From an optimization exercise on the open Yosys and OpenROAD flow, aimed at small area; shortcuts taken in it are not production practice.
Where RTL was checked, it was by simulation tests only, not by an equivalence proof against the original.
No driver is modelled on the clock port, so clock power and skew are understated where the tree is cut down; a real chip needs a root buffer or a tree.
Power is estimated from default activity; no workload was simulated.

Design flashcart, start of the top module:
module flashcart (
    input  wire        clk,
    input  wire        rst,           
    input  wire        req_valid,
    output wire        req_ready,
    input  wire        req_ev,        
    input  wire [2:0]  req_code,      
    input  wire [1:0]  req_win,       
    input  wire        req_we,        
    input  wire [12:0] req_off,
    input  wire [7:0]  req_data,
    input  wire        cfg_fj,        
    input  wire        cfg_bj,
    input  wire        cfg_cp,
    output wire        rsp_valid,
    output wire [7:0]  rsp_data,
    output wire        rsp_ok,        
    output wire        rsp_fwd,       
    output wire        rsp_map,       
    output wire [1:0]  rsp_ge,
    output wire [3:0]  rsp_bank,
    output wire [3:0]  rsp_flags,     
    output wire        rsp_bsel,      
    output wire        rsp_cpchg,     
    output wire        fl_en,
    output wire        fl_we,
    output wire [16:0] fl_addr,
    output wire [7:0]  fl_wdata,
    input  wire [7:0]  fl_rdata,
    output wire        ram_en,
    output wire        ram_we,
    output wire [14:0] ram_addr,
    output wire [7:0]  ram_wdata,
    input  wire [7:0]  ram_rdata
);
For scale: about 360 cells after synthesis, about 37 flip-flops.
Settings: LEC_CHECK=0, CAP_MARGIN=0, CORE_MARGIN=2, CORE_UTILIZATION=45, GPL_TIMING_DRIVEN=0, SLEW_MARGIN=0; clock period 5.0 ns.
standard.sh (not shown) runs the stock make flow with config.mk's settings and CLKGATE_MAP_FILE= SYNTH_SCRIPT=/design/flow/synth_recipe.tcl, a recipe that flattens the netlist after the stock synthesis.
==> flow/flow/run.sh <==
#!/bin/bash
# ORFS layout as standard.sh runs it, with three changes:
#  - synthesis maps the logic with an area-oriented ABC script (flow/synth.tcl);
#  - the buffers ABC inserts are removed at floorplan;
#  - the port buffers are the smallest buffer, buf_1;
#  - the clock tree is a one level of clock buffers (flow/cts_hook.tcl).
set -euo pipefail
export FLOW_ABC_SCRIPT=$PWD/flow/abc_area.script
bash standard.sh SYNTH_SCRIPT=$PWD/flow/synth.tcl synth > synth.log 2>&1
bash standard.sh \
  BUFFER_PORTS_ARGS="-buffer_cell sky130_fd_sc_hd__buf_1" \
  REMOVE_ABC_BUFFERS=1 \
  CLK_KX=3 CLK_KY=1 CLK_CELL=sky130_fd_sc_hd__clkbuf_8 PRE_CTS_TCL=$PWD/flow/cts_hook.tcl \
  finish > layout.log 2>&1
Other scripts of this flow, unchanged in this note and not shown: flow/flow/abc_area.script, flow/flow/cts_hook.tcl, flow/flow/synth.tcl
The first run finished clean.
Next try:
--- a/flow/design.v
+++ b/flow/design.v
@@ -42,20 +42,24 @@
                      F_ERASE_UNLOCK1 = 4'b0110,
                      F_ERASE_UNLOCK2 = 4'b0111;
     reg        fj, bj, cp_dev;
     reg        att;
     reg        active;
     reg [3:0]  bank;
-    reg        allow_bank, no_freeze, reu_mapping;
-    reg        wol, cpe, export_ram;
+    reg        allow_bank, no_freeze;
+    reg        export_ram;
     reg [3:0]  fstate;
     reg        ph;             
     reg [2:0]  ehi;            
     reg [13:0] els;            
     localparam [13:0] EPOL = 14'h2AAA;
     wire [13:0] elo = els ^ EPOL;
+    wire cpe         = !fj && fstate[0];
+    wire reu_mapping = !fj && fstate[1];
+    wire wol         = fstate[2];         
+    wire f_auto      = fj && (fstate == F_AUTOSELECT);
     wire f_perr  = (fstate[3:2] == 2'b10);
     wire er      = (fstate[3:1] == 3'b111);
     wire chip    = fstate[0];
     wire [7:0]  o8  = req_off[7:0];
     wire [7:0]  d   = req_data;
     wire        io1 = (req_win == 2'd0);
@@ -101,13 +105,13 @@
                 else if (d == 8'h30)           f_next = 4'b1110;
             default:    
                 if (!dF0)                      f_next = fstate;
         endcase
     end
     wire f_prog    = (fstate == F_PROGRAM);
-    wire rd_ident  = (fstate == F_AUTOSELECT) && (o8 <= 8'h02);
+    wire rd_ident  = f_auto && (o8 <= 8'h02);
     wire prog      = flash_store && f_prog;
     assign req_ready = ph;
     wire   acc       = req_valid && ph;
     wire   elo_z     = (elo[12:0] == 13'd0);
     wire   elo_fb    = elo[13] ^ elo[4] ^ elo[2] ^ elo[0] ^ elo_z;
     wire   elo_end   = elo_z && elo[13];
@@ -131,13 +135,13 @@
                          allow_bank, fj};
     wire [7:0] fstat  = {~fstate[1], fstate[0], 1'b1, 5'd0};
     wire t_fa   = req_ev && (!att || !no_freeze);
     wire t_reg  = !req_ev && is_reg && reg_ok;
     wire fl_spc = mem_read && !export_ram;
     wire t_st   = fl_spc && f_perr;
-    wire t_id   = fl_spc && (fstate == F_AUTOSELECT);
+    wire t_id   = fl_spc && f_auto;
     assign rsp_data = ({8{ram_rd}} & ram_rdata) | ({8{fl_rd}} & fl_rdata) |
                       ({8{t_reg}} & status) | ({8{t_st}} & fstat) |
                       {2'b00, t_id && o8 == 8'h01, 4'b0000,
                        (t_id && o8 == 8'h00) || t_fa};
     assign rsp_ok   = !req_win[1] && (is_reg ? reg_ok : mem_read);
     wire reg_wr    = !req_ev && is_reg && reg_ok && req_we;
@@ -178,24 +182,25 @@
             fj     <= cfg_fj;
             bj     <= cfg_bj;
             cp_dev <= cfg_cp;
         end
         active      <= a_att || a_rst || a_frz ||
                        (active && !(a_r0 && d[2]));
-        wol         <= a_r1n || (wol && !(a_att || a_rst));
-        cpe         <= (a_r1n && d[0]) || (cpe && !(a_att || a_r1n));
         no_freeze   <= (a_r1 && d[2]) || (no_freeze && !(a_att || a_r1));
         allow_bank  <= (a_r1 && d[1]) || (allow_bank && !(a_att || a_r1));
-        reu_mapping <= (a_r1n && d[6]) || (reu_mapping && !(a_att || a_r1));
         export_ram  <= a_frz || (a_r0 && d[5]) ||
                        (export_ram && !(a_att || a_rst || a_r0));
         bank[2:0]   <= ({3{a_bk}} & {d[7], d[4], d[3]}) |
                        ({3{!(a_att || a_bk)}} & bank[2:0]);
         bank[3]     <= (a_r1f && bj && !d[5]) || (bank[3] && !(a_att || a_bk));
-        if (a_att || a_rst || (er && er_last))
+        if (a_att || (a_rst && fj) || (er && er_last))
             fstate <= F_READ;
+        else if (a_rst)
+            fstate[2] <= 1'b0;                   
+        else if (a_r1n)
+            fstate[2:0] <= {1'b1, d[6], d[0]};   
         else if (a_fs)
             fstate <= f_prog ? (pgm_ok ? F_READ : {2'b10, d[7], 1'b0}) : f_next;
         else if (a_tog)
             fstate[0] <= ~fstate[0];
         if (rst) fstate[1] <= 1'b0;
     end
- clock power shrinks by about 6%
- wire length rose by 2.6%
- hold slack improved by 13 ps
- setup slack gets worse by 15 ps
- synthesized area came out lower by 1.4%
- fmax drops by 0.32%
- design area came out lower by 1.8%
- utilization decreases by 0.67 points
- power came out lower by 5.4%
- sequential share of layout area drops by 1.5 points
- die area shrinks by 1.3%
- via count went up by 1.4%
Only the layout flow was run in the first run of this note; the RTL was not checked for function there. In every run of this note, the design's own scripts or RTL, not TritonCTS, make the clock network.

* * *

RTL: one of the versions met above, not the one the previous note started from.
Size: about 130 I/O pins, about 2500 um2 of cells after synthesis.
==> flow/config.mk <==
export PLATFORM = sky130hd
export DESIGN_NAME = flashcart
export DESIGN_NICKNAME = flashcart
export VERILOG_FILES = /design/flow/design.v
export SDC_FILE = /design/flow/constraint.sdc
export NUM_CORES = 4
export LEC_CHECK = 0
export CAP_MARGIN = 0
export CORE_MARGIN = 2
export CORE_UTILIZATION = 45
export GPL_TIMING_DRIVEN = 0
export SLEW_MARGIN = 0
==> flow/constraint.sdc <==
create_clock -name core_clock -period 5.0 [get_ports {clk}]
set_input_delay 1.0000 -clock core_clock [delete_from_list [all_inputs] [get_ports {clk}]]
set_output_delay 1.0000 -clock core_clock [all_outputs]
set_load 0.01 [all_outputs]
==> flow/flow/run.sh <==
#!/bin/bash
# ORFS layout as standard.sh runs it, with these changes:
#  - synthesis (flow/synth.tcl, the standard synthesis script) maps the
#    logic with area-oriented ABC scripts instead of ORFS's speed script:
#    it is run once with each script in flow/abc/ and the netlist with the
#    smallest cell area is kept (registers are mapped before ABC runs, so
#    every run has the same registers);
#  - the buffers ABC inserts are removed at floorplan;
#  - the port buffers are the smallest buffer, buf_1;
#  - the clock tree is one level of clock buffers (flow/cts_hook.tcl).
set -euo pipefail
STAT=$PWD/orfs/reports/$FLOW_PLATFORM/flashcart/base/synth_stat.txt
best=""
best_area=""
for s in "$PWD"/flow/abc/*.script; do
  name=$(basename "$s" .script)
  bash standard.sh clean_synth > "clean_$name.log" 2>&1 || true
  if FLOW_ABC_SCRIPT=$s bash standard.sh SYNTH_SCRIPT=$PWD/flow/synth.tcl synth \
       > "synth_$name.log" 2>&1; then
    area=$(grep -oE "Chip area for module .*: [0-9.]+" "$STAT" | awk '{print $NF}')
    echo "$name $area" >> synth_areas.txt
    if [[ -z "$best" ]] || awk -v a="$area" -v b="$best_area" 'BEGIN{exit !(a < b)}'; then
      best=$s
      best_area=$area
    fi
  fi
done
echo "best: $best $best_area" >> synth_areas.txt
bash standard.sh clean_synth > clean_best.log 2>&1 || true
FLOW_ABC_SCRIPT=$best bash standard.sh SYNTH_SCRIPT=$PWD/flow/synth.tcl synth > synth.log 2>&1
bash standard.sh \
  BUFFER_PORTS_ARGS="-buffer_cell sky130_fd_sc_hd__buf_1" \
  REMOVE_ABC_BUFFERS=1 \
  CLK_K=4 CLK_CELL=sky130_fd_sc_hd__clkbuf_4 PRE_CTS_TCL=$PWD/flow/cts_hook.tcl \
  finish > layout.log 2>&1
Other scripts of this flow, unchanged in this note and not shown: flow/flow/abc/i3_sy4_e50.script, flow/flow/abc/i4_s2_e0.script, flow/flow/abc/i4_s3_e20.script, flow/flow/abc/i5_s3_e0.script, flow/flow/abc/i5_s3_e20.script, flow/flow/abc/i6_e10.script, flow/flow/abc/i6_s3_e20.script, flow/flow/abc/i6_s3_e50.script, flow/flow/abc/r2.script, flow/flow/abc/r3.script, flow/flow/cts_hook.tcl, flow/flow/synth.tcl
Next try:
--- a/flow/design.v
+++ b/flow/design.v
@@ -28,35 +28,34 @@
     output wire [7:0]  fl_wdata,
     input  wire [7:0]  fl_rdata,
     output wire        ram_en,
     output wire        ram_we,
     output wire [14:0] ram_addr,
     output wire [7:0]  ram_wdata,
     input  wire [7:0]  ram_rdata
 );
     localparam [3:0] F_READ          = 4'b0000,
                      F_UNLOCK1       = 4'b0001,
-                     F_UNLOCK2       = 4'b0010,
-                     F_AUTOSELECT    = 4'b0011,
-                     F_PROGRAM       = 4'b0100,
-                     F_ERASE_SETUP   = 4'b0101,
-                     F_ERASE_UNLOCK1 = 4'b0110,
+                     F_UNLOCK2       = 4'b0011,
+                     F_AUTOSELECT    = 4'b0010,
+                     F_PROGRAM       = 4'b0110,
+                     F_ERASE_SETUP   = 4'b0100,
+                     F_ERASE_UNLOCK1 = 4'b0101,
                      F_ERASE_UNLOCK2 = 4'b0111;
     reg        fj, bj, cp_dev;
     reg        att;
     reg        active;
     reg [3:0]  bank;
     reg        allow_bank, no_freeze;
     reg        export_ram;
     reg [3:0]  fstate;
     reg        ph;             
-    reg [2:0]  ehi;            
     reg [13:0] els;            
     localparam [13:0] EPOL = 14'h2AAA;
     wire [13:0] elo = els ^ EPOL;
     wire cpe         = !fj && fstate[0];
     wire reu_mapping = !fj && fstate[1];
     wire wol         = fstate[2];         
     wire f_auto      = fj && (fstate == F_AUTOSELECT);
     wire f_perr  = (fstate[3:2] == 2'b10);
     wire er      = (fstate[3:1] == 3'b111);
     wire chip    = fstate[0];
@@ -108,30 +107,33 @@
         endcase
     end
     wire f_prog    = (fstate == F_PROGRAM);
     wire rd_ident  = f_auto && (o8 <= 8'h02);
     wire prog      = flash_store && f_prog;
     assign req_ready = ph;
     wire   acc       = req_valid && ph;
     wire   elo_z     = (elo[12:0] == 13'd0);
     wire   elo_fb    = elo[13] ^ elo[4] ^ elo[2] ^ elo[0] ^ elo_z;
     wire   elo_end   = elo_z && elo[13];
-    wire   er_last   = elo_end && (!chip || ehi == 3'h7);
+    wire   sec_step  = er && chip && elo_end;
+    wire   sec_t1    = sec_step && !bank[1];                
+    wire   sec_t2    = sec_t1 && bank[0];                   
+    wire   er_last   = elo_end && (!chip || (!bank[1] && bank[0] && !fj));
     wire   er_start  = flash_store && f_next[3] && f_next[2];
     assign rsp_valid = (acc && !er_start) || (er && er_last);
     wire [7:0] pgm_new = fl_rdata & d;
     wire       pgm_ok  = (pgm_new == d);
     wire fl_rd  = mem_read && !export_ram && !rd_ident && !f_perr;
     wire ram_rd = mem_read && export_ram;
     assign fl_en    = er || (req_valid && ((fl_rd && !ph) || prog));
     assign fl_we    = er || (ph && prog);
-    assign fl_addr  = {fl_a[16:14] ^ ehi, elo | (fl_a[13:0] & {14{!er}})};
+    assign fl_addr  = {fl_a[16:14], elo | (fl_a[13:0] & {14{!er}})};
     assign fl_wdata = er ? 8'hFF : pgm_new;
     assign ram_en    = !er && req_valid && ((ram_rd && !ph) || (ram_write && ph));
     assign ram_we    = ram_write;
     assign ram_addr  = {(req_win[1] || allow_bank) ? bank[1:0] : 2'b00, bank_off};
     assign ram_wdata = d;
     wire       reg_ok = att && active;
     wire [7:0] status = {bank[2], reu_mapping, bank[3], bank[1:0], 1'b0,
                          allow_bank, fj};
     wire [7:0] fstat  = {~fstate[1], fstate[0], 1'b1, 5'd0};
     wire t_fa   = req_ev && (!att || !no_freeze);
@@ -169,36 +171,39 @@
     wire a_r0  = a_wr && !o8[0];
     wire a_r1f = a_wr && o8[0] && fj;
     wire a_r1n = a_wr && o8[0] && !fj && !wol;
     wire a_r1  = a_r1f || a_r1n;
     wire a_tog = acc && t_st;
     wire a_fs  = acc && flash_store;
     wire a_bk  = a_r0 || a_r1;
     always @(posedge clk) begin
         ph  <= req_valid && !er && !ph;
         els <= er ? ({elo[12:0], elo_fb} ^ EPOL) : EPOL;
-        ehi <= (er && chip) ? (elo_end ? ehi + 3'd1 : ehi) : 3'd0;
         att <= !rst && (a_att || (att && !a_det));
         if (!att) begin
             fj     <= cfg_fj;
             bj     <= cfg_bj;
             cp_dev <= cfg_cp;
+        end else if (sec_t2) begin
+            fj     <= !fj;
         end
         active      <= a_att || a_rst || a_frz ||
                        (active && !(a_r0 && d[2]));
         no_freeze   <= (a_r1 && d[2]) || (no_freeze && !(a_att || a_r1));
         allow_bank  <= (a_r1 && d[1]) || (allow_bank && !(a_att || a_r1));
         export_ram  <= a_frz || (a_r0 && d[5]) ||
                        (export_ram && !(a_att || a_rst || a_r0));
-        bank[2:0]   <= ({3{a_bk}} & {d[7], d[4], d[3]}) |
-                       ({3{!(a_att || a_bk)}} & bank[2:0]);
-        bank[3]     <= (a_r1f && bj && !d[5]) || (bank[3] && !(a_att || a_bk));
+        bank[2:0]   <= (({3{a_bk}} & {d[7], d[4], d[3]}) |
+                        ({3{!(a_att || a_bk)}} & bank[2:0])) ^
+                       {sec_t1, sec_step, sec_t1};
+        bank[3]     <= ((a_r1f && bj && !d[5]) ||
+                        (bank[3] && !(a_att || a_bk))) ^ sec_t2;
         if (a_att || (a_rst && fj) || (er && er_last))
             fstate <= F_READ;
         else if (a_rst)
             fstate[2] <= 1'b0;                   
         else if (a_r1n)
             fstate[2:0] <= {1'b1, d[6], d[0]};   
         else if (a_fs)
             fstate <= f_prog ? (pgm_ok ? F_READ : {2'b10, d[7], 1'b0}) : f_next;
         else if (a_tog)
             fstate[0] <= ~fstate[0];
Total power goes up by 2.1%. Via count grows by 0.32%. Synthesized cell count falls by 0.85%. Core utilization rises by 0.82 points. Worst setup slack gains 0.28 ns. Clock power is about the same. Combinational power rises by about 20%.
No run of this note takes its clock network from TritonCTS; it comes from the design's own scripts or RTL.

* * *

Setup of trial 18:
Starting RTL as in the previous note.
clock: 5.0 ns
lec_check: 0
cap_margin: 0
core_margin: 2
core_utilization: 45
gpl_timing_driven: 0
slew_margin: 0
==> flow/flow/run.sh <==
#!/bin/bash
# ORFS layout as standard.sh runs it, with these changes:
#  - synthesis (flow/synth.tcl, the standard synthesis script) maps the
#    logic with area-oriented ABC scripts instead of ORFS's speed script:
#    it is run once with each script in flow/abc/ and the netlist with the
#    smallest cell area is kept (registers are mapped before ABC runs, so
#    every run has the same registers);
#  - the buffers ABC inserts are removed at floorplan;
#  - the port buffers are the smallest buffer, buf_1;
#  - the clock tree is one level of clock buffers (flow/cts_hook.tcl).
set -euo pipefail
STAT=$PWD/orfs/reports/$FLOW_PLATFORM/flashcart/base/synth_stat.txt
best=""
best_area=""
for s in "$PWD"/flow/abc/*.script; do
  name=$(basename "$s" .script)
  bash standard.sh clean_synth > "clean_$name.log" 2>&1 || true
  if FLOW_ABC_SCRIPT=$s bash standard.sh SYNTH_SCRIPT=$PWD/flow/synth.tcl synth \
       > "synth_$name.log" 2>&1; then
    area=$(grep -oE "Chip area for module .*: [0-9.]+" "$STAT" | awk '{print $NF}')
    echo "$name $area" >> synth_areas.txt
    if [[ -z "$best" ]] || awk -v a="$area" -v b="$best_area" 'BEGIN{exit !(a < b)}'; then
      best=$s
      best_area=$area
    fi
  fi
done
echo "best: $best $best_area" >> synth_areas.txt
bash standard.sh clean_synth > clean_best.log 2>&1 || true
FLOW_ABC_SCRIPT=$best bash standard.sh SYNTH_SCRIPT=$PWD/flow/synth.tcl synth > synth.log 2>&1
bash standard.sh \
  BUFFER_PORTS_ARGS="-buffer_cell sky130_fd_sc_hd__buf_1" \
  REMOVE_ABC_BUFFERS=1 \
  CLK_KX=3 CLK_KY=1 CLK_CELL=sky130_fd_sc_hd__clkbuf_8 PRE_CTS_TCL=$PWD/flow/cts_hook.tcl \
  finish > layout.log 2>&1
Other scripts of this flow, unchanged in this note and not shown: flow/flow/abc/i3_sy4_e50.script, flow/flow/abc/i4_s2_e0.script, flow/flow/abc/i4_s3_e20.script, flow/flow/abc/i5_s3_e0.script, flow/flow/abc/i5_s3_e20.script, flow/flow/abc/i6_e10.script, flow/flow/abc/i6_s3_e20.script, flow/flow/abc/i6_s3_e50.script, flow/flow/abc/r2.script, flow/flow/abc/r3.script, flow/flow/cts_hook.tcl, flow/flow/synth.tcl
### trial 18 -> trial 7
--- a/flow/design.v
+++ b/flow/design.v
@@ -42,21 +42,20 @@
                      F_ERASE_UNLOCK1 = 4'b0110,
                      F_ERASE_UNLOCK2 = 4'b0111;
     reg        fj, bj, cp_dev;
     reg        att;
     reg        active;
     reg [3:0]  bank;
     reg        allow_bank, no_freeze;
     reg        export_ram;
     reg [3:0]  fstate;
     reg        ph;             
-    reg [2:0]  ehi;            
     reg [13:0] els;            
     localparam [13:0] EPOL = 14'h2AAA;
     wire [13:0] elo = els ^ EPOL;
     wire cpe         = !fj && fstate[0];
     wire reu_mapping = !fj && fstate[1];
     wire wol         = fstate[2];         
     wire f_auto      = fj && (fstate == F_AUTOSELECT);
     wire f_perr  = (fstate[3:2] == 2'b10);
     wire er      = (fstate[3:1] == 3'b111);
     wire chip    = fstate[0];
@@ -108,30 +107,33 @@
         endcase
     end
     wire f_prog    = (fstate == F_PROGRAM);
     wire rd_ident  = f_auto && (o8 <= 8'h02);
     wire prog      = flash_store && f_prog;
     assign req_ready = ph;
     wire   acc       = req_valid && ph;
     wire   elo_z     = (elo[12:0] == 13'd0);
     wire   elo_fb    = elo[13] ^ elo[4] ^ elo[2] ^ elo[0] ^ elo_z;
     wire   elo_end   = elo_z && elo[13];
-    wire   er_last   = elo_end && (!chip || ehi == 3'h7);
+    wire   sec_step  = er && chip && elo_end;
+    wire   sec_t1    = sec_step && !bank[1];                
+    wire   sec_t2    = sec_t1 && bank[0];                   
+    wire   er_last   = elo_end && (!chip || (!bank[1] && bank[0] && !fj));
     wire   er_start  = flash_store && f_next[3] && f_next[2];
     assign rsp_valid = (acc && !er_start) || (er && er_last);
     wire [7:0] pgm_new = fl_rdata & d;
     wire       pgm_ok  = (pgm_new == d);
     wire fl_rd  = mem_read && !export_ram && !rd_ident && !f_perr;
     wire ram_rd = mem_read && export_ram;
     assign fl_en    = er || (req_valid && ((fl_rd && !ph) || prog));
     assign fl_we    = er || (ph && prog);
-    assign fl_addr  = {fl_a[16:14] ^ ehi, elo | (fl_a[13:0] & {14{!er}})};
+    assign fl_addr  = {fl_a[16:14], elo | (fl_a[13:0] & {14{!er}})};
     assign fl_wdata = er ? 8'hFF : pgm_new;
     assign ram_en    = !er && req_valid && ((ram_rd && !ph) || (ram_write && ph));
     assign ram_we    = ram_write;
     assign ram_addr  = {(req_win[1] || allow_bank) ? bank[1:0] : 2'b00, bank_off};
     assign ram_wdata = d;
     wire       reg_ok = att && active;
     wire [7:0] status = {bank[2], reu_mapping, bank[3], bank[1:0], 1'b0,
                          allow_bank, fj};
     wire [7:0] fstat  = {~fstate[1], fstate[0], 1'b1, 5'd0};
     wire t_fa   = req_ev && (!att || !no_freeze);
@@ -169,36 +171,39 @@
     wire a_r0  = a_wr && !o8[0];
     wire a_r1f = a_wr && o8[0] && fj;
     wire a_r1n = a_wr && o8[0] && !fj && !wol;
     wire a_r1  = a_r1f || a_r1n;
     wire a_tog = acc && t_st;
     wire a_fs  = acc && flash_store;
     wire a_bk  = a_r0 || a_r1;
     always @(posedge clk) begin
         ph  <= req_valid && !er && !ph;
         els <= er ? ({elo[12:0], elo_fb} ^ EPOL) : EPOL;
-        ehi <= (er && chip) ? (elo_end ? ehi + 3'd1 : ehi) : 3'd0;
         att <= !rst && (a_att || (att && !a_det));
         if (!att) begin
             fj     <= cfg_fj;
             bj     <= cfg_bj;
             cp_dev <= cfg_cp;
+        end else if (sec_t2) begin
+            fj     <= !fj;
         end
         active      <= a_att || a_rst || a_frz ||
                        (active && !(a_r0 && d[2]));
         no_freeze   <= (a_r1 && d[2]) || (no_freeze && !(a_att || a_r1));
         allow_bank  <= (a_r1 && d[1]) || (allow_bank && !(a_att || a_r1));
         export_ram  <= a_frz || (a_r0 && d[5]) ||
                        (export_ram && !(a_att || a_rst || a_r0));
-        bank[2:0]   <= ({3{a_bk}} & {d[7], d[4], d[3]}) |
-                       ({3{!(a_att || a_bk)}} & bank[2:0]);
-        bank[3]     <= (a_r1f && bj && !d[5]) || (bank[3] && !(a_att || a_bk));
+        bank[2:0]   <= (({3{a_bk}} & {d[7], d[4], d[3]}) |
+                        ({3{!(a_att || a_bk)}} & bank[2:0])) ^
+                       {sec_t1, sec_step, sec_t1};
+        bank[3]     <= ((a_r1f && bj && !d[5]) ||
+                        (bank[3] && !(a_att || a_bk))) ^ sec_t2;
         if (a_att || (a_rst && fj) || (er && er_last))
             fstate <= F_READ;
         else if (a_rst)
             fstate[2] <= 1'b0;                   
         else if (a_r1n)
             fstate[2:0] <= {1'b1, d[6], d[0]};   
         else if (a_fs)
             fstate <= f_prog ? (pgm_ok ? F_READ : {2'b10, d[7], 1'b0}) : f_next;
         else if (a_tog)
             fstate[0] <= ~fstate[0];
==> comparison <==
- Trial 7: no failed stages, no open violations at the end
- Delta (trial 7 minus trial 18): slew at the pin closest to its max-slew limit fell 27 ps; wire length on met1 now sits lower; minimum setup slack in the final design went up by 47 ps; total core area dropped about 4.3%.
- On full die area: between trial 18 and trial 7, it ends up lower for trial 7.
- When the final numbers for trial 18 and trial 7 were put side by side, the cell area reported after detailed placement turned out to be smaller in trial 7.
- As of trial 7, final standard cell count with taps included and fillers excluded had fallen slightly compared to trial 18.
- For the global-route wire length before repair, trial 7 came in about 3% higher than trial 18 did.
No run of this note takes its clock network from TritonCTS; it comes from the design's own scripts or RTL.

## static timing again, ports no longer ideal
No port has a modelled driver above. Below, the same layouts with a new extraction and two added sets of constraints. Step 1 assumes that a clkbuf_16 drives the clock port and a buf_2 every other input. Step 2 moves the port delays by t, midway between the first and last clock arrival at a register: inputs arrive t later, outputs are due t later. That takes back most of the time a late clock gives input paths. Three values: ideal, step 1, step 2; two values: the first two.
| run | shift t [ns] | setup slack, ns | worst register clock-pin slew, ns |
|---|---|---|---|
| the first run of note 1 | 0.192 | 0.288 / 0.267 / 0.267 | 0.09 / 0.09 |
| the second run of note 1 | 0.187 | 0.272 / 0.245 / 0.245 | 0.09 / 0.09 |
| the first run of note 2 | 0.207 | 0.219 / 0.195 / 0.195 | 0.12 / 0.12 |
| the second run of note 2 | 0.212 | 0.496 / 0.529 / 0.319 | 0.11 / 0.11 |
| trial 18 | 0.187 | 0.219 / 0.195 / 0.195 | 0.08 / 0.08 |
| trial 7 | 0.181 | 0.265 / 0.240 / 0.240 | 0.08 / 0.08 |
After both steps every run listed still meets setup and hold. For the second run of note 2, which loses most, drivers alone change the setup slack by +0.033 ns; drivers and shift together by -0.177 ns.
